This is an optimization exercise on Yosys and OpenROAD, whose aim is small area, not a production implementation. Function was checked by simulation only, so behaviour that the tests miss may differ from the original. Power and IR drop assume default switching activity.

## violet
Design illum_rx, start of the top module:
module illum_rx (
    input  wire        clk,
    input  wire        rst,               
    input  wire        in_valid,
    input  wire [7:0]  in_data,
    input  wire        in_long,           
    input  wire        in_check_framing,  
    output reg         out_valid,
    output reg         out_long,
    output reg  [2:0]  out_err,
    output reg  [7:0]  out_bcc,
    output reg  [6:0]  out_head,
    output reg  [15:0] out_cmd,
    output reg  [31:0] out_param,
    output reg  [2:0]  out_status,
    output reg         out_low_battery,
    output wire        out_d1_absent,
    output reg         out_d1_neg,
    output reg  [13:0] out_d1_mant,
    output wire [3:0]  out_d1_exp,
    output wire        out_d2_absent,
    output reg         out_d2_neg,
    output reg  [13:0] out_d2_mant,
    output wire [3:0]  out_d2_exp,
    output wire        out_d3_absent,
    output reg         out_d3_neg,
    output reg  [13:0] out_d3_mant,
    output wire [3:0]  out_d3_exp
);
    localparam [7:0] STX = 8'h02;
    localparam [7:0] ETX = 8'h03;
    localparam [7:0] CR  = 8'h0D;
    localparam [7:0] LF  = 8'h0A;
    localparam [7:0] SP  = 8'h20;
    localparam [2:0] S_H1 = 3'b000;
    localparam [2:0] S_H2 = 3'b001;
    localparam [2:0] S_F1 = 3'b100;
    localparam [2:0] S_F2 = 3'b101;
    localparam [2:0] S_F3 = 3'b110;
    localparam [2:0] S_T  = 3'b010;
    reg [2:0] seg;
    reg [2:0] ph;
    reg       chk;       
    reg [3:0] e1, e2, e3;
    wire      sp_ok = e3[0];
    wire      sp_nx = is_sp & (p0 | sp_ok);
    assign out_d1_exp = e1;
    assign out_d2_exp = e2;
    assign out_d3_exp = e3;
    assign out_d1_absent = e1[3] & ~e1[2];
    assign out_d2_absent = e2[3] & ~e2[2];
  ...
Size: about 330 cells after synthesis, roughly 130 flip-flops, roughly 150 I/O pins, about 5200 um2 of cells after synthesis.
export LEC_CHECK = 0
export CAP_MARGIN = 20
export CORE_MARGIN = 2
export CORE_UTILIZATION = 40
export SLEW_MARGIN = 20
create_clock -name core_clock -period 10.0 [get_ports {clk}]
standard.sh (not shown) runs the stock make flow with config.mk's settings and CLKGATE_MAP_FILE= SYNTH_SCRIPT=/design/flow/synth_recipe.tcl, a recipe that flattens the netlist after the stock synthesis.
==> flow/flow/run.sh <==
#!/bin/bash
# Standard ORFS layout (the standard.sh, standard synthesis unchanged),
# with smaller cells for the port buffers and the clock tree, and no CTS
# dummy loads. Each step's full output stays in orfs/logs; make's own output
# goes to flow.log here. flow/downsize.tcl runs before the placement-stage
# repair_design.
set -euo pipefail
cd "$(dirname "$0")/.."
export BUFFER_PORTS_ARGS="-buffer_cell sky130_fd_sc_hd__buf_1"
export CTS_ARGS="-sink_clustering_enable -repair_clock_nets -dont_use_dummy_load -buf_list sky130_fd_sc_hd__clkbuf_4"
export PRE_RESIZE_TCL="$PWD/flow/downsize.tcl"
bash standard.sh finish > flow.log 2>&1
==> flow/flow/downsize.tcl <==
# Before the placement-stage repair: give every combinational cell the
# smallest drive of its family; repair_design then sizes up or buffers only
# where slew, capacitance or fanout need it.
set lib_cells {}
foreach lc [get_lib_cells sky130_fd_sc_hd__*] { lappend lib_cells [get_name $lc] }
set dont_use $::env(DONT_USE_CELLS)
set n 0
foreach inst [[ord::get_db_block] getInsts] {
  set m [[$inst getMaster] getName]
  if {![regexp {^(sky130_fd_sc_hd__[a-z0-9]+)_([0-9]+)$} $m -> fam drive]} continue
  if {[string match "*df*" $fam] || [string match "*clk*" $fam] || [string match "*tap*" $fam] || [string match "*conb*" $fam]} continue
  set best $m
  set best_area [[$inst getMaster] getWidth]
  foreach d {0 1 2} {
    set c ${fam}_$d
    if {[lsearch -exact $lib_cells $c] < 0 || [lsearch -exact $dont_use $c] >= 0} continue
    set mm [[ord::get_db] findMaster $c]
    if {$mm eq "NULL"} continue
    if {[$mm getWidth] < $best_area} { set best $c; set best_area [$mm getWidth] }
  }
  if {$best ne $m} {
    replace_cell [$inst getName] $best
    incr n
  }
}
puts "downsize: replaced $n cells"
The inputs of tundra differ from those of violet as listed below.
diff --git a/flow/flow/run.sh b/flow/flow/run.sh
--- a/flow/flow/run.sh
+++ b/flow/flow/run.sh
@@ -4,4 +4,3 @@
 # dummy loads. Each step's full output stays in orfs/logs; make's own output
-# goes to flow.log here. flow/downsize.tcl runs before the placement-stage
-# repair_design.
+# goes to flow.log here.
 set -euo pipefail
@@ -10,3 +9,2 @@
 export CTS_ARGS="-sink_clustering_enable -repair_clock_nets -dont_use_dummy_load -buf_list sky130_fd_sc_hd__clkbuf_4"
-export PRE_RESIZE_TCL="$PWD/flow/downsize.tcl"
 bash standard.sh finish > flow.log 2>&1
removed: flow/flow/downsize.tcl
### Flow results
- In tundra the met2 track demand over resource turned out 0.69 points higher than in violet.
- Delta (tundra minus violet): total length of routed met2 wires rose 0.74%; total length of routed wires fell 150 um.
Here is what was changed in the inputs of harbor compared with tundra.
diff --git a/flow/flow/run.sh b/flow/flow/run.sh
--- a/flow/flow/run.sh
+++ b/flow/flow/run.sh
@@ -4,3 +4,4 @@
 # dummy loads. Each step's full output stays in orfs/logs; make's own output
-# goes to flow.log here.
+# goes to flow.log here. flow/downsize.tcl runs before the placement-stage
+# repair_design.
 set -euo pipefail
@@ -9,2 +10,5 @@
 export CTS_ARGS="-sink_clustering_enable -repair_clock_nets -dont_use_dummy_load -buf_list sky130_fd_sc_hd__clkbuf_4"
+export DOWNSIZE_MAX_FANOUT=6
+export PRE_GLOBAL_PLACE_TCL="$PWD/flow/downsize.tcl"
+export PRE_RESIZE_TCL="$PWD/flow/downsize.tcl"
 bash standard.sh finish > flow.log 2>&1
==> flow/flow/downsize.tcl (new file) <==
# Before the placement-stage repair: give combinational cells the smallest
# drive of their family, and keep that repair to small buffers; it then
# sizes up or buffers only where slew, capacitance or fanout need it.
set max_fanout $::env(DOWNSIZE_MAX_FANOUT)
set lib_cells {}
foreach lc [get_lib_cells sky130_fd_sc_hd__*] { lappend lib_cells [get_name $lc] }
set dont_use $::env(DONT_USE_CELLS)
set n 0
foreach inst [[ord::get_db_block] getInsts] {
  set m [[$inst getMaster] getName]
  if {![regexp {^(sky130_fd_sc_hd__[a-z0-9]+)_([0-9]+)$} $m -> fam drive]} continue
  if {[string match "*df*" $fam] || [string match "*clk*" $fam] || [string match "*tap*" $fam] || [string match "*conb*" $fam]} continue
  set fo 0
  foreach it [$inst getITerms] {
    if {[$it isOutputSignal] && [$it getNet] ne "NULL"} { set fo [expr {$fo + [llength [[$it getNet] getITerms]] - 1}] }
  }
  if {$fo > $max_fanout} continue
  set best $m
  set best_area [[$inst getMaster] getWidth]
  foreach d {0 1 2} {
    set c ${fam}_$d
    if {[lsearch -exact $lib_cells $c] < 0 || [lsearch -exact $dont_use $c] >= 0} continue
    set mm [[ord::get_db] findMaster $c]
    if {$mm eq "NULL"} continue
    if {[$mm getWidth] < $best_area} { set best $c; set best_area [$mm getWidth] }
  }
  if {$best ne $m} {
    replace_cell [$inst getName] $best
    incr n
  }
}
puts "downsize: replaced $n cells"
set_dont_use [get_lib_cells {sky130_fd_sc_hd__bufbuf_8 sky130_fd_sc_hd__bufbuf_16 sky130_fd_sc_hd__buf_6 sky130_fd_sc_hd__buf_8 sky130_fd_sc_hd__buf_12 sky130_fd_sc_hd__buf_16}]
Results
harbor finished every stage and its layout cleared the timing, design-rule and antenna checks. [harbor vs tundra] layout overhead on the synthesized area: lower in harbor. Going from tundra to harbor, overall routing resource usage held, shortest clock period the worst path allows after layout moved up.
[inputs] juniper vs harbor
diff --git a/flow/flow/downsize.tcl b/flow/flow/downsize.tcl
--- a/flow/flow/downsize.tcl
+++ b/flow/flow/downsize.tcl
@@ -32,2 +32,2 @@
 puts "downsize: replaced $n cells"
-set_dont_use [get_lib_cells {sky130_fd_sc_hd__bufbuf_8 sky130_fd_sc_hd__bufbuf_16 sky130_fd_sc_hd__buf_6 sky130_fd_sc_hd__buf_8 sky130_fd_sc_hd__buf_12 sky130_fd_sc_hd__buf_16}]
+set_dont_use [get_lib_cells {sky130_fd_sc_hd__buf_4 sky130_fd_sc_hd__bufbuf_8 sky130_fd_sc_hd__bufbuf_16 sky130_fd_sc_hd__buf_6 sky130_fd_sc_hd__buf_8 sky130_fd_sc_hd__buf_12 sky130_fd_sc_hd__buf_16}]
Notes after the runs:
- Compared with harbor, in juniper final critical-path required period went down by 0.049 ns; sum of routed wire length over all layers went down by 140 um; number of synthesized flops with an enable pin was more or less identical.
- When juniper is set beside harbor, its ratio of final minimum period to clock period turns out to be 0.49 points smaller.
- Sort juniper and harbor by worst setup slack asc -> top: harbor
- The estimated power of juniper ends up higher than the estimate for harbor.

## re-timing with driven ports
How much do the figures lean on ideal ports? The routed layouts below were timed once more, with nothing changed but the port constraints.
Step 1 assumes that a clkbuf_16 drives the clock port and a buf_2 every other input.
Step 2 moves the port delays by t, midway between the first and last clock arrival at a register: inputs arrive t later, outputs are due t later. That takes back most of the time a late clock gives input paths.
a / b / c = ideal ports / drivers / drivers and shift; a / b = the first two.
| run | t (ns) | setup slack, ns | pins driven straight from the clock port |
|---|---|---|---|
| violet | 0.540 | 3.862 / 3.851 / 3.311 | 1 |
| tundra | 0.542 | 3.861 / 3.849 / 3.307 | 1 |
| harbor | 0.528 | 3.828 / 3.821 / 3.294 | 1 |
| juniper | 0.544 | 3.877 / 3.870 / 3.326 | 1 |
After both steps setup and hold are still met in every run listed. For tundra, which loses most, drivers alone change the setup slack by -0.012 ns; drivers and shift together by -0.554 ns.
